What follows belongs to an exercise in optimizing a design on an open flow for small area, a short achievable clock period and few clock cycles per item; a production flow would make more cautious choices. The RTL was checked by simulation tests, not by an equivalence proof against the original design.

===== design.v =====
module t32_wsc (
    input  wire        clk,
    input  wire        rst,
    output wire        ready,
    output reg         done,
    input  wire        tick,
    input  wire [15:0] cap_p,
    input  wire [15:0] cap_v,
    output reg         sample_valid,
    output wire [15:0] sample,
    input  wire [1:0]  h_op,
    input  wire [13:0] h_addr,
    input  wire [31:0] h_wdata,
    output reg         h_err,
    output wire [31:0] h_rdata,
    output wire        t_en,
    output wire        t_we,
    output wire [13:0] t_addr,
    output wire [31:0] t_wdata,
    input  wire [31:0] t_rdata
);
    reg        ctrl_mute, ctrl_div2, ctrl_shape;
    reg [1:0]  ctrl_wlen;
    reg        divph;
    reg [31:0] pofs, vofs, fpitch, fvol;
    reg [31:0] phase;
    reg [29:0] amp;
    reg [31:0] step;
    reg [31:0] pctl;
    reg [15:0] vctl;
    reg [15:0] capp, capv;
    reg [15:0] sample_r;
    assign sample = sample_r;
    function [27:0] key_of;
        input [31:0] v;
        integer i;
        reg [4:0]  e;
        reg [31:0] n;
        begin
            e = 5'd0;
            for (i = 0; i < 32; i = i + 1)
                if (v[i]) e = i[4:0];
            n = v << (5'd31 - e);
            key_of = {e, n[30:8]};
        end
    endfunction
    function [31:0] smooth32;
        input [31:0] a;
        input [31:0] t;
        reg        lt;
        reg [42:0] sm;
        begin
            lt = (t[31] == a[31]) ? (t < a) : t[31];
            sm = {a[31], a, 10'd0} - {{11{a[31]}}, a} + {{11{t[31]}}, t}
               + (lt ? 43'd1023 : 43'd0);
            smooth32 = sm[41:10];
        end
    endfunction
    function [31:0] filter_step;
        input [31:0] f;
        input [15:0] per;
        reg [16:0] per2;
        reg [31:0] tgt;
        begin
            per2 = (per < 16'd1536) ? {per, 1'b0} : {1'b0, per};
            if (per2 >= 17'd4096)
                tgt = 32'h7FFFFFFF;
            else
                tgt = {per2[11:0] - 12'd2048, 20'd0};
            if (per == 16'd0)
                filter_step = f;
            else
                filter_step = smooth32(f, tgt);
        end
    endfunction
    localparam [3:0]
        SS_IDLE = 4'd0,
        SS_WM   = 4'd3,
        SS_A1   = 4'd4,  SS_A2 = 4'd5,
        SS_S0   = 4'd6,  SS_S1 = 4'd7,  SS_S2 = 4'd8,  SS_SM = 4'd9,
        SS_HW   = 4'd10, SS_HR0 = 4'd11, SS_HR1 = 4'd12;
    localparam [3:0]
        PR_DONE = 4'd0,
        PR_B1   = 4'd1,  PR_B2  = 4'd2,  PR_RS  = 4'd3,
        PR_P    = 4'd4,  PR_V   = 4'd5,  PR_VA  = 4'd6,
        PR_F0   = 4'd7,  PR_F1  = 4'd8,  PR_F1B = 4'd9,  PR_F2 = 4'd10;
    localparam [2:0]
        WF_NONE = 3'd0, WF_0 = 3'd1, WF_S0 = 3'd2, WF_1 = 3'd3, WF_D = 3'd4;
    reg [3:0] ss, pr;
    reg [2:0] wf;
    reg       b_ok;          
    reg       ph_ok;         
    reg       am_ok;         
    reg       fill_v;        
    wire nx_render = !ctrl_div2 || !divph;
    wire nx_play   = nx_render && !ctrl_mute;
    assign ready = (ss == SS_IDLE) && b_ok &&
                   (!nx_render || ((ctrl_mute || ph_ok) && (am_ok || pr == PR_VA)));
    reg [15:0] per_p, per_v;
    wire signed [32:0] pdiff = $signed({fpitch[31], fpitch}) - $signed({pofs[31], pofs});
    wire [31:0] pctl_new = (pdiff < 33'sd1) ? 32'd1 : pdiff[31:0];
    wire signed [32:0] vdiff = $signed({fvol[31], fvol}) - $signed({vofs[31], vofs});
    wire signed [32:0] vq    = (vdiff + (vdiff[32] ? 33'sd1023 : 33'sd0)) >>> 10;
    wire [15:0] vctl_new = (vq < 33'sd1)     ? 16'd1 :
                           (vq > 33'sd65535) ? 16'hFFFF : vq[15:0];
    reg [27:0] pkey;       
    reg [27:0] vkey;       
    wire [10:0] pidx  = pkey[27:17];
    wire [10:0] pidx1 = (pidx == 11'd2047) ? pidx : pidx + 11'd1;
    wire [9:0]  vidx  = vkey[26:17];
    wire [9:0]  vidx1 = (vidx == 10'd1023) ? vidx : vidx + 10'd1;
    reg        pc_val;
    reg [10:0] pc_tag;
    reg [31:0] pc_a;
    reg [32:0] pc_bma;     
    reg        vc_val;
    reg [9:0]  vc_tag;
    reg [9:0]  vc_a;
    reg [10:0] vc_bma;     
    wire p_hit = pc_val && (pc_tag == pidx);
    wire v_hit = vc_val && (vc_tag == vidx);
    reg         m1_v_r;        
    wire        m1_v   = m1_v_r;
    wire signed [32:0] m1a = m1_v ? {{22{vc_bma[10]}}, vc_bma} : pc_bma;
    wire        [16:0] m1b = m1_v ? vkey[16:0] : pkey[16:0];
    wire        [31:0] m1c = m1_v ? {22'd0, vc_a} : pc_a;
    wire        [31:0] m1p = m1_v ? 32'd0 : phase;
    wire signed [51:0] m1  = $signed({2'b0, m1c, 17'd0}) + $signed({2'b0, m1p, 17'd0})
                           + m1a * $signed({1'b0, m1b});
    reg [31:0] phase_n;
    reg [29:0] amp_n;
    reg [26:0] vacc;
    wire [29:0] amp_tgt = {vacc, 3'b000};
    wire [40:0] amp_sm  = {1'b0, amp, 10'd0} - {11'd0, amp} + {11'd0, amp_tgt}
                        + ((amp_tgt < amp) ? 41'd1023 : 41'd0);
    wire [29:0] amp_upd = amp_sm[39:10];
    reg  [15:0] s0r;             
    reg  [16:0] dr;              
    reg  [15:0] yr;              
    wire [11:0] wmask = (ctrl_wlen == 2'd0) ? 12'h3FF :
                        (ctrl_wlen == 2'd1) ? 12'h7FF : 12'hFFF;
    reg signed [37:0] oa;
    reg signed [17:0] ob;
    reg signed [55:0] oc;
    wire signed [55:0] m2 = oa * ob + oc;
    wire [15:0] shp = m2[23:8] + ((m2[55] && (m2[7:0] != 8'd0)) ? 16'd1 : 16'd0);
    wire h_wr   = (h_op == 2'd1);
    wire h_rd   = (h_op == 2'd2);
    wire is_reg_rw  = (h_addr <= 14'h0007) && (h_addr != 14'h0001);
    wire is_reg_ro  = (h_addr == 14'h0001) || (h_addr >= 14'h0008 && h_addr <= 14'h000D);
    wire is_ptab    = (h_addr[13:11] == 3'b001);
    wire is_vtab    = (h_addr[13:10] == 4'b0100);
    wire is_stab    = (h_addr[13:8]  == 6'b010100);
    wire is_wtab    = (h_addr[13:12] == 2'b10);
    wire is_tab     = is_ptab | is_vtab | is_stab | is_wtab;
    reg [31:0] reg_rdata;
    always @(*) begin
        case (h_addr[3:0])
            4'h0: reg_rdata = {26'd0, ctrl_wlen, 1'b0, ctrl_shape, ctrl_div2, ctrl_mute};
            4'h1: reg_rdata = {30'd0, divph, ctrl_mute};
            4'h2: reg_rdata = pofs;
            4'h3: reg_rdata = vofs;
            4'h4: reg_rdata = fpitch;
            4'h5: reg_rdata = fvol;
            4'h6: reg_rdata = phase;
            4'h7: reg_rdata = {2'b00, amp};
            4'h8: reg_rdata = pctl;
            4'h9: reg_rdata = {16'd0, vctl};
            4'hA: reg_rdata = {16'd0, capp};
            4'hB: reg_rdata = {16'd0, capv};
            4'hC: reg_rdata = {{16{sample_r[15]}}, sample_r};
            4'hD: reg_rdata = step;
            default: reg_rdata = 32'd0;
        endcase
    end
    wire        hw_neg   = h_wdata[31];
    wire [31:0] hw_s16   = (hw_neg && h_wdata < 32'hFFFF8000) ? 32'hFFFF8000 :
                           (!hw_neg && h_wdata > 32'h00007FFF) ? 32'h00007FFF : h_wdata;
    wire [31:0] hw_vtab  = (h_wdata > 32'd1023) ? 32'd1023 : h_wdata;
    wire [31:0] hw_table = is_ptab ? h_wdata : is_vtab ? hw_vtab : hw_s16;
    reg [13:0] ha_r;       
    reg [31:0] hx;         
    reg        hx_rd;      
    assign h_rdata = hx & {32{hx_rd}};
    assign t_wdata = hx;
    reg [1:0]  hr_kind;    
    reg  [11:0] w1a;             
    wire [11:0] wsrc = (ss == SS_WM) ? phase[31:20] : phase_n[31:20];
    wire [11:0] w0i  = wsrc & wmask;
    wire [11:0] w1n  = (wsrc + 12'd1) & wmask;
    wire [7:0]  sj   = {~yr[15], yr[14:8]};
    wire [7:0]  sj1  = (sj == 8'd255) ? sj : sj + 8'd1;
    wire s_mem   = (ss == SS_S0) || (ss == SS_S1) || (ss == SS_HW) || (ss == SS_HR0);
    wire w0_go   = (wf == WF_NONE) && !s_mem &&
                   ((ss == SS_WM) || (ph_ok && nx_play));
    wire w1_go   = ((wf == WF_0) || (wf == WF_S0)) && !s_mem;
    wire f_a     = ((pr == PR_F0) || ((pr == PR_P) && !p_hit) || ((pr == PR_V) && !v_hit)) &&
                   !s_mem && !w0_go && !w1_go;
    wire fv_now  = (pr == PR_V) || ((pr != PR_P) && fill_v);
    wire f_b     = ((pr == PR_F1) || (pr == PR_F1B)) && !s_mem && !w0_go && !w1_go;
    reg [13:0] ta;
    always @(*) begin
        case (ss)
            SS_S0:   ta = {6'b010100, sj};
            SS_S1:   ta = {6'b010100, sj1};
            SS_HW,
            SS_HR0:  ta = ha_r;
            default: begin
                if (w1_go)
                    ta = {2'b10, w1a};
                else if (f_a)
                    ta = fv_now ? {4'b0100, vidx} : {3'b001, pidx};
                else if (f_b)
                    ta = fill_v ? {4'b0100, vidx1} : {3'b001, pidx1};
                else
                    ta = {2'b10, w0i};
            end
        endcase
    end
    assign t_addr = ta;
    assign t_en   = s_mem || w0_go || w1_go || f_a || f_b;
    assign t_we   = (ss == SS_HW);
    wire acc_tick = ready && tick;
    wire acc_host = ready && !tick && (h_op != 2'd0);
    reg [3:0] ss_nx;
    always @(*) begin
        ss_nx = ss;
        case (ss)
            SS_IDLE: begin
                if (acc_tick) begin
                    if (nx_play) ss_nx = SS_WM;
                end else if (acc_host && is_tab) begin
                    if (h_wr) ss_nx = SS_HW;
                    if (h_rd) ss_nx = SS_HR0;
                end
            end
            SS_HW:   ss_nx = SS_IDLE;
            SS_HR0:  ss_nx = SS_HR1;
            SS_HR1:  ss_nx = SS_IDLE;
            SS_WM:   if (wf == WF_D) ss_nx = SS_A1;
            SS_A1:   ss_nx = SS_A2;
            SS_A2:   ss_nx = ctrl_shape ? SS_S0 : SS_IDLE;
            SS_S0:   ss_nx = SS_S1;
            SS_S1:   ss_nx = SS_S2;
            SS_S2:   ss_nx = SS_SM;
            default: ss_nx = SS_IDLE;
        endcase
    end
    wire [3:0] pr_start = !nx_render ? PR_DONE : ctrl_mute ? PR_V : PR_P;
    reg [3:0] pr_nx;
    always @(*) begin
        pr_nx = pr;
        if (acc_tick)
            pr_nx = PR_B1;
        else if (acc_host)
            pr_nx = PR_RS;
        else begin
            case (pr)
                PR_B1:   pr_nx = PR_B2;
                PR_B2:   pr_nx = pr_start;
                PR_RS:   if (ss == SS_IDLE) pr_nx = pr_start;
                PR_P:    pr_nx = p_hit ? PR_V  : f_a ? PR_F1 : PR_F0;
                PR_V:    pr_nx = v_hit ? PR_VA : f_a ? PR_F1 : PR_F0;
                PR_VA:   pr_nx = PR_DONE;
                PR_F0:   if (f_a) pr_nx = PR_F1;
                PR_F1:   pr_nx = f_b ? PR_F2 : PR_F1B;
                PR_F1B:  if (f_b) pr_nx = PR_F2;
                PR_F2:   pr_nx = fill_v ? PR_V : PR_P;
                default: ;
            endcase
        end
    end
    always @(posedge clk) begin
        if (rst) begin
            ctrl_mute    <= 1'b1;
            ctrl_div2    <= 1'b0;
            ctrl_shape   <= 1'b0;
            ctrl_wlen    <= 2'd0;
            divph        <= 1'b0;
            pofs         <= 32'd0;
            vofs         <= 32'd0;
            fpitch       <= 32'd0;
            fvol         <= 32'd0;
            phase        <= 32'd0;
            amp          <= 30'd0;
            step         <= 32'd0;
            pctl         <= 32'd1;
            vctl         <= 16'd1;
            capp         <= 16'd0;
            capv         <= 16'd0;
            sample_r     <= 16'd0;
            pkey         <= 28'd0;
            vkey         <= 28'd0;
            pc_val       <= 1'b0;
            vc_val       <= 1'b0;
            ss           <= SS_IDLE;
            pr           <= PR_RS;
            m1_v_r       <= 1'b0;
            wf           <= WF_NONE;
            b_ok         <= 1'b1;
            ph_ok        <= 1'b0;
            am_ok        <= 1'b0;
            done         <= 1'b0;
            sample_valid <= 1'b0;
            h_err        <= 1'b0;
            hx_rd        <= 1'b0;
        end else begin
            done         <= 1'b0;
            sample_valid <= 1'b0;
            ss    <= ss_nx;
            if (ss_nx == SS_WM) begin
                oa <= {18'd0, (ss == SS_IDLE) ? phase_n[19:0] : phase[19:0]};
                ob <= (wf == WF_1) ? {t_rdata[15], t_rdata[15], t_rdata[15:0]} - {s0r[15], s0r[15], s0r}
                                   : {dr[16], dr};
                oc <= {{20{s0r[15]}}, s0r, 20'd0};
            end else if (ss == SS_WM) begin
                oa <= {m2[36], m2[36:0]};
                ob <= {1'b0, amp[16:0]};
                oc <= m2[36] ? 56'h3FFFFFFFFFFFF : 56'd0;
            end else if (ss == SS_A1) begin
                ob <= {5'd0, amp[29:17]};
                oc <= {{17{m2[55]}}, m2[55:17]};
            end else if (ss == SS_A2) begin
                oa <= {30'd0, m2[40:33]};
            end else if (ss == SS_S1) begin
                oc <= {{32{t_rdata[15]}}, t_rdata[15:0], 8'd0};
            end else if (ss == SS_S2) begin
                ob <= {t_rdata[15], t_rdata[15], t_rdata[15:0]} - {oc[23], oc[23], oc[23:8]};
            end
            case (ss)
            SS_IDLE: begin
                if (acc_tick) begin
                    capp   <= cap_p;
                    capv   <= cap_v;
                    per_p  <= cap_p - capp;
                    per_v  <= cap_v - capv;
                    divph  <= ctrl_div2 ? !divph : 1'b0;
                    if (nx_render) begin
                        amp <= (pr == PR_VA) ? amp_upd : amp_n;
                        if (!ctrl_mute) begin
                            phase <= phase_n;
                            step  <= phase_n - phase;
                        end else begin
                            sample_r     <= 16'd0;
                            done         <= 1'b1;
                            sample_valid <= 1'b1;
                        end
                    end else begin
                        done <= 1'b1;
                    end
                end else if (acc_host) begin
                    h_err   <= 1'b0;
                    hx_rd   <= 1'b0;
                    ha_r    <= h_addr;
                    hx      <= hw_table;
                    hr_kind <= is_ptab ? 2'd0 : is_vtab ? 2'd1 : 2'd2;
                    if (h_wr && h_addr == 14'h0000) begin
                        if (h_wdata[5:4] == 2'd3) begin
                            h_err <= 1'b1;
                        end else begin
                            ctrl_mute  <= h_wdata[0];
                            ctrl_div2  <= h_wdata[1];
                            ctrl_shape <= h_wdata[2];
                            ctrl_wlen  <= h_wdata[5:4];
                        end
                        done <= 1'b1;
                    end else if (h_wr && is_reg_rw) begin
                        case (h_addr[2:0])
                            3'd2: pofs   <= h_wdata;
                            3'd3: vofs   <= h_wdata;
                            3'd4: fpitch <= h_wdata;
                            3'd5: fvol   <= h_wdata;
                            3'd6: phase  <= h_wdata;
                            3'd7: amp    <= (h_wdata > 32'h3FF00000) ? 30'h3FF00000 : h_wdata[29:0];
                            default: ;
                        endcase
                        done <= 1'b1;
                    end else if (h_rd && (is_reg_rw || is_reg_ro)) begin
                        hx      <= reg_rdata;
                        hx_rd   <= 1'b1;
                        done    <= 1'b1;
                    end else if (h_wr && is_tab) begin
                        if (is_ptab) pc_val <= 1'b0;
                        if (is_vtab) vc_val <= 1'b0;
                    end else if (h_rd && is_tab) begin
                    end else begin
                        h_err <= 1'b1;
                        done  <= 1'b1;
                    end
                end
            end
            SS_HW: begin
                done <= 1'b1;
            end
            SS_HR0: begin
            end
            SS_HR1: begin
                case (hr_kind)
                    2'd0:    hx <= t_rdata;
                    2'd1:    hx <= {22'd0, t_rdata[9:0]};
                    default: hx <= {{16{t_rdata[15]}}, t_rdata[15:0]};
                endcase
                hx_rd <= 1'b1;
                done <= 1'b1;
            end
            SS_WM: begin
            end
            SS_A1: begin
            end
            SS_A2: begin
                if (ctrl_shape) begin
                    yr <= m2[48:33];
                end else begin
                    sample_r     <= m2[48:33];
                    done         <= 1'b1;
                    sample_valid <= 1'b1;
                end
            end
            SS_S0: begin
            end
            SS_S1: begin
            end
            SS_S2: begin
            end
            SS_SM: begin
                sample_r     <= shp;
                done         <= 1'b1;
                sample_valid <= 1'b1;
            end
            default: ;
            endcase
            if (acc_host) begin
                wf <= WF_NONE;
            end else begin
                case (wf)
                WF_NONE: begin
                    if (w0_go) begin
                        w1a <= w1n;
                        wf  <= WF_0;
                    end
                end
                WF_0: begin
                    s0r <= t_rdata[15:0];
                    wf  <= w1_go ? WF_1 : WF_S0;
                end
                WF_S0: begin
                    if (w1_go) wf <= WF_1;
                end
                WF_1: begin
                    dr <= {t_rdata[15], t_rdata[15:0]} - {s0r[15], s0r};
                    wf <= WF_D;
                end
                WF_D: begin
                    if (ss == SS_WM) wf <= WF_NONE;
                end
                default: wf <= WF_NONE;
                endcase
            end
            pr     <= pr_nx;
            m1_v_r <= (pr_nx == PR_V);
            if (acc_tick) begin
                b_ok  <= 1'b0;
                ph_ok <= 1'b0;
                am_ok <= 1'b0;
            end else if (acc_host) begin
                ph_ok <= 1'b0;
                am_ok <= 1'b0;
            end else begin
                case (pr)
                PR_B1: begin
                    fpitch <= filter_step(fpitch, per_p);
                    fvol   <= filter_step(fvol,   per_v);
                end
                PR_B2: begin
                    pctl <= pctl_new;
                    vctl <= vctl_new;
                    pkey <= key_of(pctl_new);
                    vkey <= key_of({16'd0, vctl_new});
                    b_ok <= 1'b1;
                end
                PR_RS: begin
                end
                PR_P: begin
                    if (p_hit) begin
                        phase_n <= m1[48:17];
                        ph_ok   <= 1'b1;
                    end else begin
                        fill_v <= 1'b0;
                        pc_val <= 1'b0;
                    end
                end
                PR_V: begin
                    if (v_hit) begin
                        vacc <= m1[26:0];
                    end else begin
                        fill_v <= 1'b1;
                        vc_val <= 1'b0;
                    end
                end
                PR_VA: begin
                    amp_n <= amp_upd;
                    am_ok <= 1'b1;
                end
                PR_F0: begin
                end
                PR_F1: begin
                    if (fill_v) vc_a <= t_rdata[9:0];
                    else        pc_a <= t_rdata;
                end
                PR_F1B: begin
                end
                PR_F2: begin
                    if (fill_v) begin
                        vc_bma <= {1'b0, t_rdata[9:0]} - {1'b0, vc_a};
                        vc_tag <= vidx;
                        vc_val <= 1'b1;
                    end else begin
                        pc_bma <= {1'b0, t_rdata} - {1'b0, pc_a};
                        pc_tag <= pidx;
                        pc_val <= 1'b1;
                    end
                end
                default: ;
                endcase
            end
        end
    end
endmodule

===== run.sh =====
#!/bin/bash
# synth_recipe.tcl (not shown) runs the flow's synth.tcl, then flattens the netlist and writes it again
# the make line also repeats each setting of config.mk as NAME=value (left out here)
make -C /OpenROAD-flow-scripts/flow DESIGN_CONFIG=/design/flow/config.mk WORK_HOME=/design/flow/orfs CLKGATE_MAP_FILE= SYNTH_SCRIPT=/design/flow/synth_recipe.tcl finish

===== config.mk =====
export PLATFORM = sky130hd
export DESIGN_NAME = t32_wsc
export DESIGN_NICKNAME = t32_wsc
export VERILOG_FILES = /design/flow/design.v
export SDC_FILE = /design/flow/constraint.sdc
export NUM_CORES = 4
export LEC_CHECK = 0
export CAP_MARGIN = 20
export CORE_MARGIN = 2
export CORE_UTILIZATION = 35
export SLEW_MARGIN = 20

===== constraint.sdc =====
create_clock -name core_clock -period 16.5 [get_ports {clk}]
set_input_delay 3.3000 -clock core_clock [delete_from_list [all_inputs] [get_ports {clk}]]
set_output_delay 3.3000 -clock core_clock [all_outputs]
set_load 0.01 [all_outputs]

==> summary.txt, run 1 <==
Cells and area
  – Fill cells: 29.3k
  – Fin cells: 15.5k
  – Layout cells sized above 1: 0.0493
  – Area of the multi-input gates: 0.0728 sq mm
  – Nets: 13.7k
  – Reg area: 0.0206 sq mm
  – Area grow syn2layout: 9.86%
  – Util after Layout: 0.387

Floorplanning
  – Initial Utilization: 0.352
  – # IOs: 215
  – Number of cell rows: 197
  – Die Wd: 543 microns
  – Die Span Y: 543 microns
  – Core area: 0.289 sq mm
  – Die ar.: 0.295 sq mm

Drt
  – DR vias/cell: 5.46
  – Pre-antenna DRT Iters: 10
  – Post-Route WL: 377000 microns
  – DR vias: 84.4k
  – Post-route ant nets: 0
  – Initial drt markers: 9174
  – WL/cell: 24.3 microns
  – Residual DRC: 0

Logic synthesis
  – FF+latch count, synth: 817
  – Post-synthesis async set-or-reset flop share: 0
  – Cell taking the most area after synthesis: fa_1
  – Avg Cell Area, Syn: 8.82 sq um
  – Share of the synthesized area in the top cell type: 0.272
  – Post-synth cell types: 114
  – Commonest register cell after synthesis: edfxtp_1
  – Post-synth top cells: 1714 x inv_1, 1597 x nand2_1, 1382 x fa_1
  – Synthesized area: 0.102 sq mm
  – Synthesis Warnings: 1
  – Seq/Total Area, Yosys: 0.203
  – Most frequent cell after synthesis: inv_1
  – Largest cells by area after synthesis: fa_1 27%, edfxtp_1 13%, ha_1 8.8%, dfxtp_1 7.7%, inv_1 6.3%
  – Post-synth EDFFs: 425
  – Post-Synthesis Cells: 11.5k
  – Syn_nets: 13.7k

Place
  – DP HPWL: 302000 microns
  – DP Worst Slack: 6.10 ns
  – # port buffers: 214
  – Final RePlAce weighted congestion: 1.01
  – Placed insts: 15.3k

Run
  – MaxCap Viol Count: 0

Critical path
  – Crit path DAT: 11.10 ns
  – Setup crit end kind: flop
  – WS Path Type: reg -> reg
  – Max stage delay on crit path: 0.65 ns
  – Worst path slowest cell: edfxtp_1
  – CP Launch Type: flop
  – Required @ worst endpoint: 17.11 ns
  – Crit-path max FO: 24
  – Most frequent CP cell: fa_1

STA
  – Clock Skew: 0.0623 ns
  – Final setup vio count: 0
  – Hold Vio Cnt, Final: 0
  – Slew Limit Fails: 0
  – Tcrit/Tclk final: 0.636
  – Worst-Margin Slew: 1.28 ns
  – Fmax: 95.3 MHz
  – Slew Limit Headroom: 0.137
  – Final Critical Period: 10.49 ns
  – PnR worst setup slack: 6.01 ns
  – RSZ-0062 raised after global routing: false
  – Setup_tns: 0 ns

Clocking
  – Htree depth: 3
  – CTS Buf Count: 97
  – Postcts setup bufs: 0
  – CTS Root Buffer Type: clkbuf_16
  – Worst-Skew Late Latency: 0.79 ns
  – CTS resizes: 0
  – Clock Pin Slew Worst Setup and Hold Paths: 0.06 ns
  – CTS tree: done
  – CTS max path bufs: 3
  – Clock Sinks: 817
  – Post-CTS Hold Buffers: 0

Global routing
  – Tot GR Track Use: 0.254
  – Number of global-route vias before repair: 83.0k
  – Largest net degree at the start of global routing: 76
  – Initial antenna violation count: 43
  – First-pass GRT wire length: 556000 microns
  – Overflow after GRT: 0

Worst hold path
  – Hold WC Path Type: reg -> reg

Status
  – Status: timing/DRC/antenna clean
final timing paths:
| kind | startpoint | to | slack [ns] | depth (start not counted) |
|---|---|---|---|---|
| worst max-delay path | ob[4] | sample_r[8] | 6.01 | 37 |
| worst max register to register | ob[4] | sample_r[8] | 6.01 | 37 |
| worst min-delay path | step[24] | step[24] | 0.45 | 2 |
| worst min register to register | step[24] | step[24] | 0.45 | 2 |
per-layer routing:
metal | up-vias | GRT usage | part of all wire
met1 | 41900 | 0.330 | 0.40
met4 | 24 | 0.150 | 0.069
met3 | 874 | 0.0462 | 0.082
met2 | 3716 | 0.393 | 0.45
li1 | 37900 | - | -
met5 | - | 0 | 0.00051
critical path, delay by kind of cell (launching register included):
kind	cells	cell delay, ns
compound gates	14	3.42
xor+xnor	2	0.80
fa+ha+maj	10	4.09
buf+inv	6	0.64
flops	1	0.65
simple gates	5	0.71
through the flow:
stage          hold slack [ns]  instance area, sq um
2_1_floorplan            0.403                102000
3_3_place_gp             0.435                108000
5_1_grt                  0.470                112000
3_5_place_dp             0.444                108000
6_report                 0.452                112000
4_1_cts                  0.454                112000
area by class of cell:
| type | instances | share of cell area |
|---|---|---|
| multi-input combinational | 8417 | 0.651 |
| sequential | 817 | 0.184 |
| inverter | 1716 | 0.0576 |
| tap | 3880 | 0.0434 |
| timing repair buffer | 428 | 0.0337 |
| clock buffer | 129 | 0.0241 |
| clock inverter | 54 | 0.00477 |
| antenna | 31 | 0.000694 |
sequential cells by signal (all words and copies together) (netlist names), 17 cells and up:
| name | cells |
|---|---|
| amp | 30 |
| amp_n | 30 |
| dr | 17 |
| fpitch | 32 |
| fvol | 32 |
| hx | 32 |
| oa | 37 |
| ob | 18 |
| oc | 40 |
| pc_a | 32 |
| pc_bma | 33 |
| pctl | 32 |
| phase | 32 |
| phase_n | 32 |
| pkey | 28 |
| pofs | 32 |
| step | 32 |
| vacc | 27 |
| vkey | 19 |
| vofs | 32 |
cell families (layout without fill, tap and decap cells):
logic type      count (synthesis)  in the layout  synth area share
mux                           183            183            0.0186
xor+xnor                      390            390            0.0338
other cells                     0             31                 0
simple gates                 3597           3597             0.159
compound gates               2148           2148             0.140
flops                         817            817             0.203
fa+ha+maj                    2099           2099             0.360
buf+inv                      2302           2327            0.0854
cell usage in the layout, fill, tap and decap left out, types with 44 or more instances in the layout:
master | Yosys | final
or2_2 | 45 | 45
a221oi_1 | 69 | 68
nor2b_1 | 94 | 85
edfxtp_1 | 425 | 425
nand4_1 | 48 | 48
inv_1 | 1714 | 1714
xnor2_1 | 249 | 247
nand2_1 | 1597 | 1593
o22ai_1 | 62 | 62
a311oi_1 | 48 | 48
and3_1 | 60 | 60
xor2_1 | 139 | 139
clkbuf_16 | 0 | 98
a31oi_1 | 62 | 62
a22oi_1 | 59 | 59
fa_1 | 1382 | 1382
buf_4 | 1 | 212
ha_1 | 716 | 716
o21ai_0 | 426 | 425
a21o_1 | 182 | 182
clkdlybuf4s50_1 | 0 | 212
or3_1 | 53 | 53
a211oi_1 | 109 | 107
a21oi_1 | 556 | 554
nor3_1 | 154 | 145
nor2_1 | 851 | 841
and2_1 | 304 | 303
nand2b_1 | 119 | 119
nand3_1 | 146 | 145
mux2i_1 | 148 | 142
dfxtp_1 | 392 | 391
a2111oi_0 | 44 | 44
o211ai_1 | 56 | 56
o21a_1 | 84 | 84
Testbench counts, summed over its fixed seeds: cycles 30,781, ticks 5,120.
==> inputs of run 2 (changes only) <==
--- a/design.v
+++ b/design.v
@@ -119,14 +119,10 @@
     reg [10:0] vc_bma;     
     wire p_hit = pc_val && (pc_tag == pidx);
     wire v_hit = vc_val && (vc_tag == vidx);
-    reg         m1_v_r;        
-    wire        m1_v   = m1_v_r;
-    wire signed [32:0] m1a = m1_v ? {{22{vc_bma[10]}}, vc_bma} : pc_bma;
-    wire        [16:0] m1b = m1_v ? vkey[16:0] : pkey[16:0];
-    wire        [31:0] m1c = m1_v ? {22'd0, vc_a} : pc_a;
-    wire        [31:0] m1p = m1_v ? 32'd0 : phase;
-    wire signed [51:0] m1  = $signed({2'b0, m1c, 17'd0}) + $signed({2'b0, m1p, 17'd0})
-                           + m1a * $signed({1'b0, m1b});
+    wire signed [51:0] m1  = $signed({2'b0, pc_a, 17'd0}) + $signed({2'b0, phase, 17'd0})
+                           + $signed(pc_bma) * $signed({1'b0, pkey[16:0]});
+    wire signed [27:0] vmul = $signed({1'b0, vc_a, 17'd0})
+                            + $signed({vc_bma, 8'd0}) * $signed({1'b0, vkey[16:8]});
     reg [31:0] phase_n;
     reg [29:0] amp_n;
     reg [26:0] vacc;
@@ -191,12 +187,19 @@
     wire [7:0]  sj   = {~yr[15], yr[14:8]};
     wire [7:0]  sj1  = (sj == 8'd255) ? sj : sj + 8'd1;
     wire s_mem   = (ss == SS_S0) || (ss == SS_S1) || (ss == SS_HW) || (ss == SS_HR0);
-    wire w0_go   = (wf == WF_NONE) && !s_mem &&
-                   ((ss == SS_WM) || (ph_ok && nx_play));
-    wire w1_go   = ((wf == WF_0) || (wf == WF_S0)) && !s_mem;
-    wire f_a     = ((pr == PR_F0) || ((pr == PR_P) && !p_hit) || ((pr == PR_V) && !v_hit)) &&
+    reg         wc_val;
+    reg  [11:0] wc_idx;          
+    reg  [15:0] wc_s1;           
+    reg  [11:0] w0a;             
+    wire w_req   = (wf == WF_NONE) && ((ss == SS_WM) || (ph_ok && nx_play));
+    wire w_same  = wc_val && (w0i == wc_idx);
+    wire w_near  = wc_val && (w0i == ((wc_idx + 12'd1) & wmask));
+    wire w0_go   = w_req && !w_same && !w_near && !s_mem;
+    wire w1n_go  = w_req && w_near && !s_mem;
+    wire w1_go   = (((wf == WF_0) || (wf == WF_S0)) && !s_mem) || w1n_go;
+    wire f_a     = ((pr == PR_F0) || ((pr == PR_P) && !(p_hit && v_hit)) || ((pr == PR_V) && !v_hit)) &&
                    !s_mem && !w0_go && !w1_go;
-    wire fv_now  = (pr == PR_V) || ((pr != PR_P) && fill_v);
+    wire fv_now  = (pr == PR_P) ? p_hit : (pr == PR_V) ? 1'b1 : fill_v;
     wire f_b     = ((pr == PR_F1) || (pr == PR_F1B)) && !s_mem && !w0_go && !w1_go;
     reg [13:0] ta;
     always @(*) begin
@@ -206,7 +209,9 @@
             SS_HW,
             SS_HR0:  ta = ha_r;
             default: begin
-                if (w1_go)
+                if (w1n_go)
+                    ta = {2'b10, w1n};
+                else if (w1_go)
                     ta = {2'b10, w1a};
                 else if (f_a)
                     ta = fv_now ? {4'b0100, vidx} : {3'b001, pidx};
@@ -259,7 +264,7 @@
                 PR_B1:   pr_nx = PR_B2;
                 PR_B2:   pr_nx = pr_start;
                 PR_RS:   if (ss == SS_IDLE) pr_nx = pr_start;
-                PR_P:    pr_nx = p_hit ? PR_V  : f_a ? PR_F1 : PR_F0;
+                PR_P:    pr_nx = (p_hit && v_hit) ? PR_VA : f_a ? PR_F1 : PR_F0;
                 PR_V:    pr_nx = v_hit ? PR_VA : f_a ? PR_F1 : PR_F0;
                 PR_VA:   pr_nx = PR_DONE;
                 PR_F0:   if (f_a) pr_nx = PR_F1;
@@ -295,8 +300,8 @@
             vc_val       <= 1'b0;
             ss           <= SS_IDLE;
             pr           <= PR_RS;
-            m1_v_r       <= 1'b0;
             wf           <= WF_NONE;
+            wc_val       <= 1'b0;
             b_ok         <= 1'b1;
             ph_ok        <= 1'b0;
             am_ok        <= 1'b0;
@@ -430,12 +435,20 @@
             default: ;
             endcase
             if (acc_host) begin
-                wf <= WF_NONE;
+                wf     <= WF_NONE;
+                wc_val <= 1'b0;
             end else begin
                 case (wf)
                 WF_NONE: begin
-                    if (w0_go) begin
+                    if (w_req && w_same) begin
+                        wf  <= WF_D;
+                    end else if (w1n_go) begin
+                        s0r <= wc_s1;
+                        w0a <= w0i;
+                        wf  <= WF_1;
+                    end else if (w0_go) begin
                         w1a <= w1n;
+                        w0a <= w0i;
                         wf  <= WF_0;
                     end
                 end
@@ -447,8 +460,11 @@
                     if (w1_go) wf <= WF_1;
                 end
                 WF_1: begin
-                    dr <= {t_rdata[15], t_rdata[15:0]} - {s0r[15], s0r};
-                    wf <= WF_D;
+                    dr     <= {t_rdata[15], t_rdata[15:0]} - {s0r[15], s0r};
+                    wc_s1  <= t_rdata[15:0];
+                    wc_idx <= w0a;
+                    wc_val <= 1'b1;
+                    wf     <= WF_D;
                 end
                 WF_D: begin
                     if (ss == SS_WM) wf <= WF_NONE;
@@ -457,7 +473,6 @@
                 endcase
             end
             pr     <= pr_nx;
-            m1_v_r <= (pr_nx == PR_V);
             if (acc_tick) begin
                 b_ok  <= 1'b0;
                 ph_ok <= 1'b0;
@@ -484,6 +499,12 @@
                     if (p_hit) begin
                         phase_n <= m1[48:17];
                         ph_ok   <= 1'b1;
+                        if (v_hit) begin
+                            vacc <= vmul[26:0];
+                        end else begin
+                            fill_v <= 1'b1;
+                            vc_val <= 1'b0;
+                        end
                     end else begin
                         fill_v <= 1'b0;
                         pc_val <= 1'b0;
@@ -491,7 +512,7 @@
                 end
                 PR_V: begin
                     if (v_hit) begin
-                        vacc <= m1[26:0];
+                        vacc <= vmul[26:0];
                     end else begin
                         fill_v <= 1'b1;
                         vc_val <= 1'b0;
==> summary.txt, run 2 <==
Status
  – Status: timing/DRC/antenna clean

Drt
  – Post-route ant nets: 0 (unchanged)
  – Initial drt markers: 10.1k (+9.6%)
  – DR vias/cell: 5.58 (+2.3%)
  – Pre-antenna DRT Iters: 9 (-1)
  – Post-Route WL: 407000 microns (+8.0%)
  – Residual DRC: 0 (unchanged)
  – WL/cell: 25.8 microns (+5.8%)
  – DR vias: 88.2k (+4.4%)

Logic synthesis
  – Post-synth EDFFs: 457 (+7.5%)
  – Adder-cell share of the synthesized area: 0.366 (+0.00611)
  – Largest family of logic cells by synthesized area: adder cells
  – Post-Synth Simple-Gate Area: 0.157 (-0.00244)
  – Post-Synthesis Cells: 11.7k (+1.8%)
  – FF+latch count, synth: 849 (+3.9%)
  – Avg Cell Area, Syn: 8.99 sq um (+1.9%)
  – Multiplexer share of the synthesized area: 0.0162 (-0.00237)
  – Seq/Total Area, Yosys: 0.204 (+0.00185)
  – Syn_nets: 14.1k (+2.4%)
  – Post-synth top cells: 1800 x inv_1, 1643 x nand2_1, 1454 x fa_1
  – Synthesized area: 0.106 sq mm (+3.7%)
  – Share of the synthesized area in the top cell type: 0.276 (+0.00391)
  – Post-synthesis async set-or-reset flop share: 0 (unchanged)
  – Most frequent cell after synthesis: inv_1
  – Compound-gate portion of the synthesized area: 0.135 (-0.00501)
  – Synthesis Warnings: 1 (unchanged)
  – Largest cells by area after synthesis: fa_1 28%, edfxtp_1 13%, ha_1 9.0%, dfxtp_1 7.4%, inv_1 6.4%
  – Post-Synth XOR/XNOR Area: 0.0363 (+0.00250)
  – Cell taking the most area after synthesis: fa_1
  – Commonest register cell after synthesis: edfxtp_1
  – Post-synth cell types: 119 (+4.4%)

Cells and area
  – Nets: 14.1k (+2.6%)
  – Biggest register: oc
  – Commonest non-fill, non-tap cell in the layout: inv_1
  – Reg area: 0.0216 sq mm (+4.6%)
  – Largest regs: oc (40), oa (37), pc_bma (33)
  – Fill cells: 30.2k (+3.3%)
  – Largest register FFs: 40 (unchanged)
  – Area of the multi-input gates: 0.0752 sq mm (+3.4%)
  – Area grow syn2layout: 9.99%
  – Post-route cell area: 0.116 sq mm (+3.8%)
  – Commonest non-fill, non-tap cells in the layout: 1800 x inv_1, 1639 x nand2_1, 1454 x fa_1
  – Layout cells sized above 1: 0.0468 (-0.00255)

Worst hold path
  – Hold WC Path Type: reg -> reg
  – Hold Path Cell Cnt: 0 (-2)
  – Worst hold endpoint: wc_idx[3]
  – Hold path start: w0a[3]

Critical path
  – WS Path Type: reg -> out
  – FF-to-FF Start: pkey[9]
  – R2R Setup Slk: 6.24 ns (+0.23 ns)
  – CP Launch Type: flop
  – Required @ worst endpoint: 13.20 ns (-3.91 ns)
  – Crit path DAT: 7.92 ns (-3.18 ns)
  – R2R depth: 33 (-11%)
  – Setup crit end kind: output pin
  – Crit-path max FO: 15 (-38%)
  – R2R Path End: phase_n[31]

Floorplanning
  – Initial Utilization: 0.352 (-0.000483)
  – # IOs: 215 (unchanged)
  – Die ar.: 0.306 sq mm (+3.7%)
  – Number of cell rows: 201 (+2.0%)
  – Die Span Y: 553 microns (+1.8%)
  – Core area: 0.300 sq mm (+3.9%)
  – Die Wd: 553 microns (+1.8%)

Clocking
  – Post-CTS Hold Buffers: 0 (unchanged)
  – Clock Sinks: 849 (+3.9%)
  – CTS max path bufs: 3 (unchanged)
  – CTS resizes: 0 (unchanged)
  – Htree depth: 3 (unchanged)
  – CTS tree: done
  – CTS Root Buffer Type: clkbuf_16
  – Clock Pin Slew Worst Setup and Hold Paths: 0.06 ns (about the same)
  – Postcts setup bufs: 0 (unchanged)
  – Worst-Skew Late Latency: 0.80 ns (about the same)
  – CTS Buf Count: 102 (+5.2%)

STA
  – Final Critical Period: 11.22 ns (+0.733 ns)
  – Fmax: 89.1 MHz (-6.5%)
  – Slew Limit Fails: 0 (unchanged)
  – Worst-Margin Slew: 1.22 ns (-0.0563 ns)
  – RSZ-0062 raised after global routing: false
  – Final setup vio count: 0 (unchanged)
  – Hold Vio Cnt, Final: 0 (unchanged)
  – Setup_tns: 0 ns (unchanged)
  – Clock Skew: 0.0786 ns (+0.0164 ns)
  – Slew Limit Headroom: 0.178 (+0.0407)
  – Tcrit/Tclk final: 0.680 (+0.0444)
  – PnR worst setup slack: 5.28 ns (-0.733 ns)

Global routing
  – Overflow after GRT: 0 (unchanged)
  – Tot GR Track Use: 0.262 (+0.00876)
  – First-pass GRT wire length: 594000 microns (+6.8%)
  – Number of global-route vias before repair: 85.6k (+3.2%)
  – Initial antenna violation count: 47 (+9.3%)
  – Largest net degree at the start of global routing: 167 (+120%)

Place
  – DP Area: 0.112 sq mm (+3.6%)
  – DP HPWL: 323000 microns (+6.9%)
  – Final RePlAce weighted congestion: 1.06 (+4.6%)
  – DP Worst Slack: 6.13 ns (+0.0336 ns)
  – # port buffers: 214 (unchanged)

Run
  – MaxCap Viol Count: 0 (unchanged)
run 2: changes by cell type after synthesis, sizes merged, moves of 24 or more:
cell	previous run	this run
nor2	854	582
and2	307	537
inv	1716	1800
fa	1382	1454
nand2	1597	1644
ha	716	762
xnor2	249	292
a21oi	559	599
o21a	84	51
edfxtp	425	457
a22o	43	69
or2	49	24
nor2b	94	70
run 2: logic make-up (layout without fill, tap and decap cells):
family,Yosys count,after routing
mux,165,165
flops,849,849
xor+xnor,436,436
compound gates,2147,2147
fa+ha+maj,2216,2216
other cells,0,28
simple gates,3558,3558
buf+inv,2372,2436
run 2: critical path, cell delays in order (launching register included):
cell and delay, ns:
dfxtp_1 0.67, nand2_1 0.25, or3_1 0.57, buf_4 0.31, mux2i_1 0.50, xnor2_1 0.18
nor4_1 0.29, and3_1 0.20, nand4_1 0.16, and2_1 0.23, nor3_1 0.73, nand3_1 0.66
a211oi_1 0.38, a211oi_1 0.08, a211oi_1 0.32, a21oi_1 0.08, nand2_1 0.07, o21ai_0 0.10
o21ai_0 0.72, clkdlybuf4s50_1 0.68
run 2: layer usage:
metal  GRT usage  wire [microns]  vias up
li1            -               -    38700
met2       0.399          177000     4249
met1       0.349          166000    44200
met3      0.0565           38700      958
met4       0.137           25200       26
met5           0             176        -
run 2: cell type report:
type	count	area share
multi-input combinational	8522	0.648
sequential	849	0.186
inverter	1803	0.0583
tap	3958	0.0427
timing repair buffer	442	0.0333
clock buffer	130	0.0244
clock inverter	61	0.00673
antenna	28	0.000604
run 2: how the worst max path moves through the flow:
stage / startpoint / endpoint / slack, ns / depth (start not counted)
final: ss[0] / t_addr[2] / 5.28 / 19
after global routing: ss[0] / t_addr[2] / 4.96 / 19
after CTS: ss[0] / t_addr[2] / 5.34 / 19
after detailed placement: ss[0] / t_addr[2] / 6.13 / 19
after global placement: pkey[9] / phase_n[31] / 6.24 / 33
after floorplan: per_v[15] / fvol[31] / 7.25 / 30
run 2: stage by stage:
step | util | cells | hold slack, ns
after CTS | 0.387 | 15800 | 0.417
after floorplan | - | 11700 | 0.400
after detailed placement | 0.375 | 15600 | 0.405
final | 0.387 | 15800 | 0.416
after global placement | 0.375 | 15600 | 0.402
after global routing | 0.387 | 15800 | 0.422
Testbench counts of run 2, summed over its fixed seeds: cycles 28,639, ticks 5,120.
==> inputs of run 3 (changes only) <==
--- a/design.v
+++ b/design.v
@@ -30,7 +30,63 @@
     reg [15:0] vctl;
     reg [15:0] capp, capv;
     reg [15:0] sample_r;
-    assign sample = sample_r;
+    reg        s_inc;        
+    wire [15:0] sample_v = sample_r + {15'd0, s_inc};
+    assign sample = sample_v;
+    function [66:0] bmac2;
+        input [37:0] x;
+        input [17:0] m;
+        input [66:0] acc;
+        integer i;
+        reg [2:0]  g;
+        reg [38:0] pp;
+        reg [66:0] sum;
+        reg [18:0] mb;
+        begin
+            mb  = {m, 1'b0};
+            sum = acc + 67'h7ffaaaac000000000;
+            for (i = 0; i < 9; i = i + 1) begin
+                g = mb[2*i +: 3];
+                case (g)
+                    3'b001, 3'b010: pp = {x[37], x};
+                    3'b011:         pp = {x, 1'b0};
+                    3'b100:         pp = ~{x, 1'b0};
+                    3'b101, 3'b110: pp = ~{x[37], x};
+                    default:        pp = 39'd0;
+                endcase
+                sum = sum + ({28'd0, ~pp[38], pp[37:0]} << (2*i))
+                          + ((g[2] && !(g[1] && g[0])) ? (67'd1 << (2*i)) : 67'd0);
+            end
+            bmac2 = sum;
+        end
+    endfunction
+    function [51:0] bmac1;
+        input [32:0] x;
+        input [17:0] m;
+        input [51:0] acc;
+        integer i;
+        reg [2:0]  g;
+        reg [33:0] pp;
+        reg [51:0] sum;
+        reg [18:0] mb;
+        begin
+            mb  = {m, 1'b0};
+            sum = acc + 52'hd555600000000;
+            for (i = 0; i < 9; i = i + 1) begin
+                g = mb[2*i +: 3];
+                case (g)
+                    3'b001, 3'b010: pp = {x[32], x};
+                    3'b011:         pp = {x, 1'b0};
+                    3'b100:         pp = ~{x, 1'b0};
+                    3'b101, 3'b110: pp = ~{x[32], x};
+                    default:        pp = 34'd0;
+                endcase
+                sum = sum + ({18'd0, ~pp[33], pp[32:0]} << (2*i))
+                          + ((g[2] && !(g[1] && g[0])) ? (52'd1 << (2*i)) : 52'd0);
+            end
+            bmac1 = sum;
+        end
+    endfunction
     function [27:0] key_of;
         input [31:0] v;
         integer i;
@@ -56,21 +112,22 @@
             smooth32 = sm[41:10];
         end
     endfunction
-    function [31:0] filter_step;
-        input [31:0] f;
+    function [13:0] tgt_code;
         input [15:0] per;
         reg [16:0] per2;
-        reg [31:0] tgt;
         begin
             per2 = (per < 16'd1536) ? {per, 1'b0} : {1'b0, per};
-            if (per2 >= 17'd4096)
-                tgt = 32'h7FFFFFFF;
-            else
-                tgt = {per2[11:0] - 12'd2048, 20'd0};
-            if (per == 16'd0)
+            tgt_code = {per == 16'd0, per2 >= 17'd4096, per2[11:0] - 12'd2048};
+        end
+    endfunction
+    function [31:0] filter_step;
+        input [31:0] f;
+        input [13:0] tc;
+        begin
+            if (tc[13])
                 filter_step = f;
             else
-                filter_step = smooth32(f, tgt);
+                filter_step = smooth32(f, tc[12] ? 32'h7FFFFFFF : {tc[11:0], 20'd0});
         end
     endfunction
     localparam [3:0]
@@ -96,7 +153,7 @@
     wire nx_play   = nx_render && !ctrl_mute;
     assign ready = (ss == SS_IDLE) && b_ok &&
                    (!nx_render || ((ctrl_mute || ph_ok) && (am_ok || pr == PR_VA)));
-    reg [15:0] per_p, per_v;
+    reg [13:0] tg_p, tg_v;     
     wire signed [32:0] pdiff = $signed({fpitch[31], fpitch}) - $signed({pofs[31], pofs});
     wire [31:0] pctl_new = (pdiff < 33'sd1) ? 32'd1 : pdiff[31:0];
     wire signed [32:0] vdiff = $signed({fvol[31], fvol}) - $signed({vofs[31], vofs});
@@ -119,8 +176,8 @@
     reg [10:0] vc_bma;     
     wire p_hit = pc_val && (pc_tag == pidx);
     wire v_hit = vc_val && (vc_tag == vidx);
-    wire signed [51:0] m1  = $signed({2'b0, pc_a, 17'd0}) + $signed({2'b0, phase, 17'd0})
-                           + $signed(pc_bma) * $signed({1'b0, pkey[16:0]});
+    wire        [51:0] m1  = bmac1(pc_bma, {1'b0, pkey[16:0]},
+                                   {3'b0, pc_a, 17'd0} + {3'b0, phase, 17'd0});
     wire signed [27:0] vmul = $signed({1'b0, vc_a, 17'd0})
                             + $signed({vc_bma, 8'd0}) * $signed({1'b0, vkey[16:8]});
     reg [31:0] phase_n;
@@ -137,9 +194,10 @@
                         (ctrl_wlen == 2'd1) ? 12'h7FF : 12'hFFF;
     reg signed [37:0] oa;
     reg signed [17:0] ob;
-    reg signed [55:0] oc;
-    wire signed [55:0] m2 = oa * ob + oc;
-    wire [15:0] shp = m2[23:8] + ((m2[55] && (m2[7:0] != 8'd0)) ? 16'd1 : 16'd0);
+    reg signed [66:0] oc;
+    wire signed [66:0] m2 = bmac2(oa, ob, oc);
+    reg         [7:0] sj_r;      
+    wire        shp_inc = m2[66] && (m2[7:0] != 8'd0);
     wire h_wr   = (h_op == 2'd1);
     wire h_rd   = (h_op == 2'd2);
     wire is_reg_rw  = (h_addr <= 14'h0007) && (h_addr != 14'h0001);
@@ -164,7 +222,7 @@
             4'h9: reg_rdata = {16'd0, vctl};
             4'hA: reg_rdata = {16'd0, capp};
             4'hB: reg_rdata = {16'd0, capv};
-            4'hC: reg_rdata = {{16{sample_r[15]}}, sample_r};
+            4'hC: reg_rdata = {{16{sample_v[15]}}, sample_v};
             4'hD: reg_rdata = step;
             default: reg_rdata = 32'd0;
         endcase
@@ -185,8 +243,10 @@
     wire [11:0] w0i  = wsrc & wmask;
     wire [11:0] w1n  = (wsrc + 12'd1) & wmask;
     wire [7:0]  sj   = {~yr[15], yr[14:8]};
-    wire [7:0]  sj1  = (sj == 8'd255) ? sj : sj + 8'd1;
-    wire s_mem   = (ss == SS_S0) || (ss == SS_S1) || (ss == SS_HW) || (ss == SS_HR0);
+    wire        j_ok = (sj == sj_r);
+    wire [7:0]  sj1  = (sj_r == 8'd255) ? sj_r : sj_r + 8'd1;
+    wire        s0_rd = (ss == SS_S0) || ((ss == SS_A2) && ctrl_shape);
+    wire s_mem   = s0_rd || (ss == SS_S1) || (ss == SS_HW) || (ss == SS_HR0);
     reg         wc_val;
     reg  [11:0] wc_idx;          
     reg  [15:0] wc_s1;           
@@ -203,8 +263,9 @@
     wire f_b     = ((pr == PR_F1) || (pr == PR_F1B)) && !s_mem && !w0_go && !w1_go;
     reg [13:0] ta;
     always @(*) begin
-        case (ss)
-            SS_S0:   ta = {6'b010100, sj};
+        if (s0_rd)
+            ta = {6'b010100, sj_r};
+        else case (ss)
             SS_S1:   ta = {6'b010100, sj1};
             SS_HW,
             SS_HR0:  ta = ha_r;
@@ -244,10 +305,10 @@
             SS_HR1:  ss_nx = SS_IDLE;
             SS_WM:   if (wf == WF_D) ss_nx = SS_A1;
             SS_A1:   ss_nx = SS_A2;
-            SS_A2:   ss_nx = ctrl_shape ? SS_S0 : SS_IDLE;
+            SS_A2:   ss_nx = ctrl_shape ? SS_S1 : SS_IDLE;
             SS_S0:   ss_nx = SS_S1;
             SS_S1:   ss_nx = SS_S2;
-            SS_S2:   ss_nx = SS_SM;
+            SS_S2:   ss_nx = j_ok ? SS_SM : SS_S0;
             default: ss_nx = SS_IDLE;
         endcase
     end
@@ -294,6 +355,7 @@
             capp         <= 16'd0;
             capv         <= 16'd0;
             sample_r     <= 16'd0;
+            s_inc        <= 1'b0;
             pkey         <= 28'd0;
             vkey         <= 28'd0;
             pc_val       <= 1'b0;
@@ -313,32 +375,34 @@
             done         <= 1'b0;
             sample_valid <= 1'b0;
             ss    <= ss_nx;
-            if (ss_nx == SS_WM) begin
+            if ((ss == SS_IDLE) || ((ss == SS_WM) && (wf != WF_D))) begin
                 oa <= {18'd0, (ss == SS_IDLE) ? phase_n[19:0] : phase[19:0]};
                 ob <= (wf == WF_1) ? {t_rdata[15], t_rdata[15], t_rdata[15:0]} - {s0r[15], s0r[15], s0r}
                                    : {dr[16], dr};
-                oc <= {{20{s0r[15]}}, s0r, 20'd0};
+                oc <= {{31{s0r[15]}}, s0r, 20'd0};
             end else if (ss == SS_WM) begin
                 oa <= {m2[36], m2[36:0]};
-                ob <= {1'b0, amp[16:0]};
-                oc <= m2[36] ? 56'h3FFFFFFFFFFFF : 56'd0;
-            end else if (ss == SS_A1) begin
                 ob <= {5'd0, amp[29:17]};
-                oc <= {{17{m2[55]}}, m2[55:17]};
+                oc <= m2[36] ? 67'h1FFFFFFFF : 67'd0;
+            end else if (ss == SS_A1) begin
+                ob   <= {1'b0, amp[16:0]};
+                oc   <= {m2[49:0], oa[37] ? 17'h1FFFF : 17'h0};
+                sj_r <= {~m2[48], m2[47:41]};
             end else if (ss == SS_A2) begin
-                oa <= {30'd0, m2[40:33]};
+                oa <= {30'd0, m2[57:50]};
             end else if (ss == SS_S1) begin
-                oc <= {{32{t_rdata[15]}}, t_rdata[15:0], 8'd0};
+                oc <= {{43{t_rdata[15]}}, t_rdata[15:0], 8'd0};
             end else if (ss == SS_S2) begin
                 ob <= {t_rdata[15], t_rdata[15], t_rdata[15:0]} - {oc[23], oc[23], oc[23:8]};
+                if (!j_ok) sj_r <= sj;
             end
             case (ss)
             SS_IDLE: begin
                 if (acc_tick) begin
                     capp   <= cap_p;
                     capv   <= cap_v;
-                    per_p  <= cap_p - capp;
-                    per_v  <= cap_v - capv;
+                    tg_p   <= tgt_code(cap_p - capp);
+                    tg_v   <= tgt_code(cap_v - capv);
                     divph  <= ctrl_div2 ? !divph : 1'b0;
                     if (nx_render) begin
                         amp <= (pr == PR_VA) ? amp_upd : amp_n;
@@ -347,6 +411,7 @@
                             step  <= phase_n - phase;
                         end else begin
                             sample_r     <= 16'd0;
+                            s_inc        <= 1'b0;
                             done         <= 1'b1;
                             sample_valid <= 1'b1;
                         end
@@ -414,9 +479,10 @@
             end
             SS_A2: begin
                 if (ctrl_shape) begin
-                    yr <= m2[48:33];
+                    yr <= m2[65:50];
                 end else begin
-                    sample_r     <= m2[48:33];
+                    sample_r     <= m2[65:50];
+                    s_inc        <= 1'b0;
                     done         <= 1'b1;
                     sample_valid <= 1'b1;
                 end
@@ -428,7 +494,8 @@
             SS_S2: begin
             end
             SS_SM: begin
-                sample_r     <= shp;
+                sample_r     <= m2[23:8];
+                s_inc        <= shp_inc;
                 done         <= 1'b1;
                 sample_valid <= 1'b1;
             end
@@ -483,8 +550,8 @@
             end else begin
                 case (pr)
                 PR_B1: begin
-                    fpitch <= filter_step(fpitch, per_p);
-                    fvol   <= filter_step(fvol,   per_v);
+                    fpitch <= filter_step(fpitch, tg_p);
+                    fvol   <= filter_step(fvol,   tg_v);
                 end
                 PR_B2: begin
                     pctl <= pctl_new;
--- a/config.mk
+++ b/config.mk
@@ -7,5 +7,6 @@
 export LEC_CHECK = 0
 export CAP_MARGIN = 20
 export CORE_MARGIN = 2
-export CORE_UTILIZATION = 35
+export CORE_UTILIZATION = 60
+export PLACE_DENSITY = 0.7
 export SLEW_MARGIN = 20
==> summary.txt, run 3 <==
Floorplanning
  – Die ar.: 0.173 sq mm (-43%)
  – Core area: 0.169 sq mm (-44%)
  – # IOs: 215 (unchanged)
  – Die Wd: 416 microns (-25%)
  – Die Span Y: 416 microns (-25%)
  – Initial Utilization: 0.603 (+0.251)
  – Number of cell rows: 151 (-25%)

Global routing
  – Overflow after GRT: 0 (unchanged)
  – First-pass GRT wire length: 598000 microns (+0.61%)
  – Initial antenna violation count: 33 (-30%)
  – Tot GR Track Use: 0.462 (+0.200)
  – Largest net degree at the start of global routing: 117 (-30%)
  – Number of global-route vias before repair: 91.1k (+6.4%)

Drt
  – DR vias: 95.3k (+8.1%)
  – Pre-antenna DRT Iters: 9 (unchanged)
  – Residual DRC: 0 (unchanged)
  – Initial drt markers: 13.0k (+29%)
  – Post-Route WL: 408000 microns (+0.32%)
  – Post-route ant nets: 0 (unchanged)
  – WL/cell: 28.9 microns (+12%)
  – DR vias/cell: 6.75 (+21%)

Logic synthesis
  – Post-synthesis async set-or-reset flop share: 0 (unchanged)
  – Commonest register cell after synthesis: edfxtp_1
  – Post-synth top cells: 1350 x inv_1, 1025 x nor2_1, 991 x nand2_1
  – Most frequent cell after synthesis: inv_1
  – Post-Synthesis Cells: 12.0k (+2.4%)
  – Seq/Total Area, Yosys: 0.219 (+0.0147)
  – Syn_nets: 13.7k (-2.5%)
  – Synthesized area: 0.102 sq mm (-3.5%)
  – Synthesis Warnings: 1 (unchanged)
  – Post-synth cell types: 116 (-2.5%)
  – Largest cells by area after synthesis: fa_1 15%, edfxtp_1 14%, ha_1 9.9%, dfxtp_1 7.7%, xor2_1 5.3%
  – FF+latch count, synth: 874 (+2.9%)
  – Avg Cell Area, Syn: 8.46 sq um (-5.8%)
  – Cell taking the most area after synthesis: fa_1
  – Post-synth EDFFs: 481 (+5.3%)
  – Share of the synthesized area in the top cell type: 0.152 (-0.124)

Clocking
  – CTS resizes: 0 (unchanged)
  – CTS Buf Count: 101 (-0.98%)
  – Clock Sinks: 874 (+2.9%)
  – Post-CTS Hold Buffers: 0 (unchanged)
  – Worst-Skew Late Latency: 0.79 ns (about the same)
  – CTS tree: done
  – CTS max path bufs: 3 (unchanged)
  – Htree depth: 3 (unchanged)
  – CTS Root Buffer Type: clkbuf_16
  – Postcts setup bufs: 0 (unchanged)
  – Clock Pin Slew Worst Setup and Hold Paths: 0.07 ns (about the same)

Status
  – Status: timing/DRC/antenna clean

Critical path
  – Crit path DAT: 7.63 ns (-0.29 ns)
  – Crit-path max FO: 19 (+4)
  – Required @ worst endpoint: 13.20 ns (about the same)
  – R2R depth: 29 (-12%)
  – WS Path Type: reg -> out
  – Setup crit end kind: output pin
  – CP Launch Type: flop

STA
  – Final setup vio count: 0 (unchanged)
  – Fmax: 91.5 MHz (+2.7%)
  – Setup_tns: 0 ns (unchanged)
  – Slew Limit Headroom: 0.0907 (-0.0869)
  – Clock Skew: 0.0652 ns (-0.0134 ns)
  – Final Critical Period: 10.93 ns (-0.294 ns)
  – Slew Limit Fails: 0 (unchanged)
  – Hold Vio Cnt, Final: 0 (unchanged)
  – RSZ-0062 raised after global routing: false
  – Tcrit/Tclk final: 0.662 (-0.0178)
  – Worst-Margin Slew: 1.35 ns (+0.125 ns)

Place
  – DP HPWL: 306000 microns (-5.1%)
  – Final RePlAce weighted congestion: 1.07 (+1.7%)
  – # port buffers: 214 (unchanged)

Worst hold path
  – Hold WC Path Type: reg -> reg
  – Hold Path Cell Cnt: 0 (unchanged)

Cells and area
  – Nets: 13.5k (-4.0%)
  – Largest regs: oc (60), oa (37), pc_bma (33)
  – Util after Layout: 0.650 (+0.263)
  – Largest register FFs: 60 (+50%)
  – Layout cells sized above 1: 0.0605 (+0.0138)
  – Commonest non-fill, non-tap cell in the layout: inv_1
  – Commonest non-fill, non-tap cells in the layout: 1350 x inv_1, 1006 x nor2_1, 988 x nand2_1
  – Biggest register: oc
  – Area grow syn2layout: 7.80%

Run
  – MaxCap Viol Count: 0 (unchanged)
-- run 3: area by class of cell --
| type | count | area [sq um] |
|---|---|---|
| antenna | 23 | 57.6 |
| timing repair buffer | 516 | 4430 |
| sequential | 874 | 22300 |
| clock buffer | 124 | 2750 |
| tap | 2218 | 2780 |
| fill | 14300 | 59200 |
| multi-input combinational | 8949 | 71500 |
| clock inverter | 65 | 798 |
| inverter | 1351 | 5070 |
-- run 3: path summary, 6_finish.rpt --
kind / slack (ns) / startpoint / endpoint
hold / removal: 0.42 / w0a[7] / wc_idx[7]
setup reg to reg: 6.52 / ob[1] / s_inc
setup / recovery: 5.57 / ss[1] / t_addr[3]
hold reg to reg: 0.42 / w0a[7] / wc_idx[7]
-- run 3: per-stage QoR --
| step | instances | instance area [sq um] | setup slack (ns) | hold WS (ns) |
|---|---|---|---|---|
| 6_report | 14100 | 110000 | 5.57 | 0.419 |
| 2_1_floorplan | 12000 | 102000 | 8.11 | 0.400 |
| 3_5_place_dp | 13900 | 106000 | 6.49 | 0.406 |
| 4_1_cts | 14100 | 110000 | 5.66 | 0.420 |
| 5_1_grt | 14100 | 110000 | 5.16 | 0.423 |
| 3_3_place_gp | 13900 | 106000 | 6.54 | 0.401 |
-- run 3: routing by layer --
layer | wire, microns | vias up | global-route usage
met3 | 48400 | 1607 | 0.127
met2 | 176000 | 6246 | 0.698
met5 | 177 | - | 0
met4 | 36600 | 24 | 0.343
met1 | 147000 | 46200 | 0.566
li1 | - | 41200 | -
-- run 3: cell families after synthesis --
logic type | synth area share
compound gates | 0.209
xor+xnor | 0.0881
fa+ha+maj | 0.251
buf+inv | 0.0818
flops | 0.219
mux | 0.0150
simple gates | 0.135
-- run 3: critical path: stages (launching register included) --
cell and delay [ns]:
dfxtp_1 0.64, nand4bb_2 0.61, mux2i_1 0.75, inv_1 0.22
mux2_2 0.27, o22ai_1 0.06, a311o_1 0.33, nand4_1 0.12
nor3_1 0.07, buf_4 0.20, or2_2 0.42, or3_1 0.55
a21oi_1 0.81, nor2_1 0.35, a211oi_1 0.33, a221o_1 0.16
a221oi_1 0.08, o21ai_0 0.29, clkdlybuf4s50_1 0.60
Testbench counts of run 3, summed over its fixed seeds: cycles 27,767, ticks 5,120.

-- afterwards: timing with drivers on the ports --
The flow's constraints put no driver on any port. The routed layouts listed below were extracted and timed again, unchanged, in two steps.
Step 1 assumes that a clkbuf_16 drives the clock port and a buf_2 every other input.
Step 2 moves the port delays by t, midway between the first and last clock arrival at a register: inputs arrive t later, outputs are due t later. That takes back most of the time a late clock gives input paths.
Slacks: ideal ports / drivers / drivers and shift; pairs: ideal ports / drivers.
| run | t (ns) | setup slack, ns | worst setup path after step 2 |
|---|---|---|---|
| run 1 | 0.834 | 6.009 / 6.009 / 6.009 | register to register |
| run 2 | 0.854 | 5.276 / 5.185 / 6.039 | register to output |
| run 3 | 0.851 | 5.570 / 5.479 / 6.331 | register to output |
After both steps setup and hold are still met in every run listed.
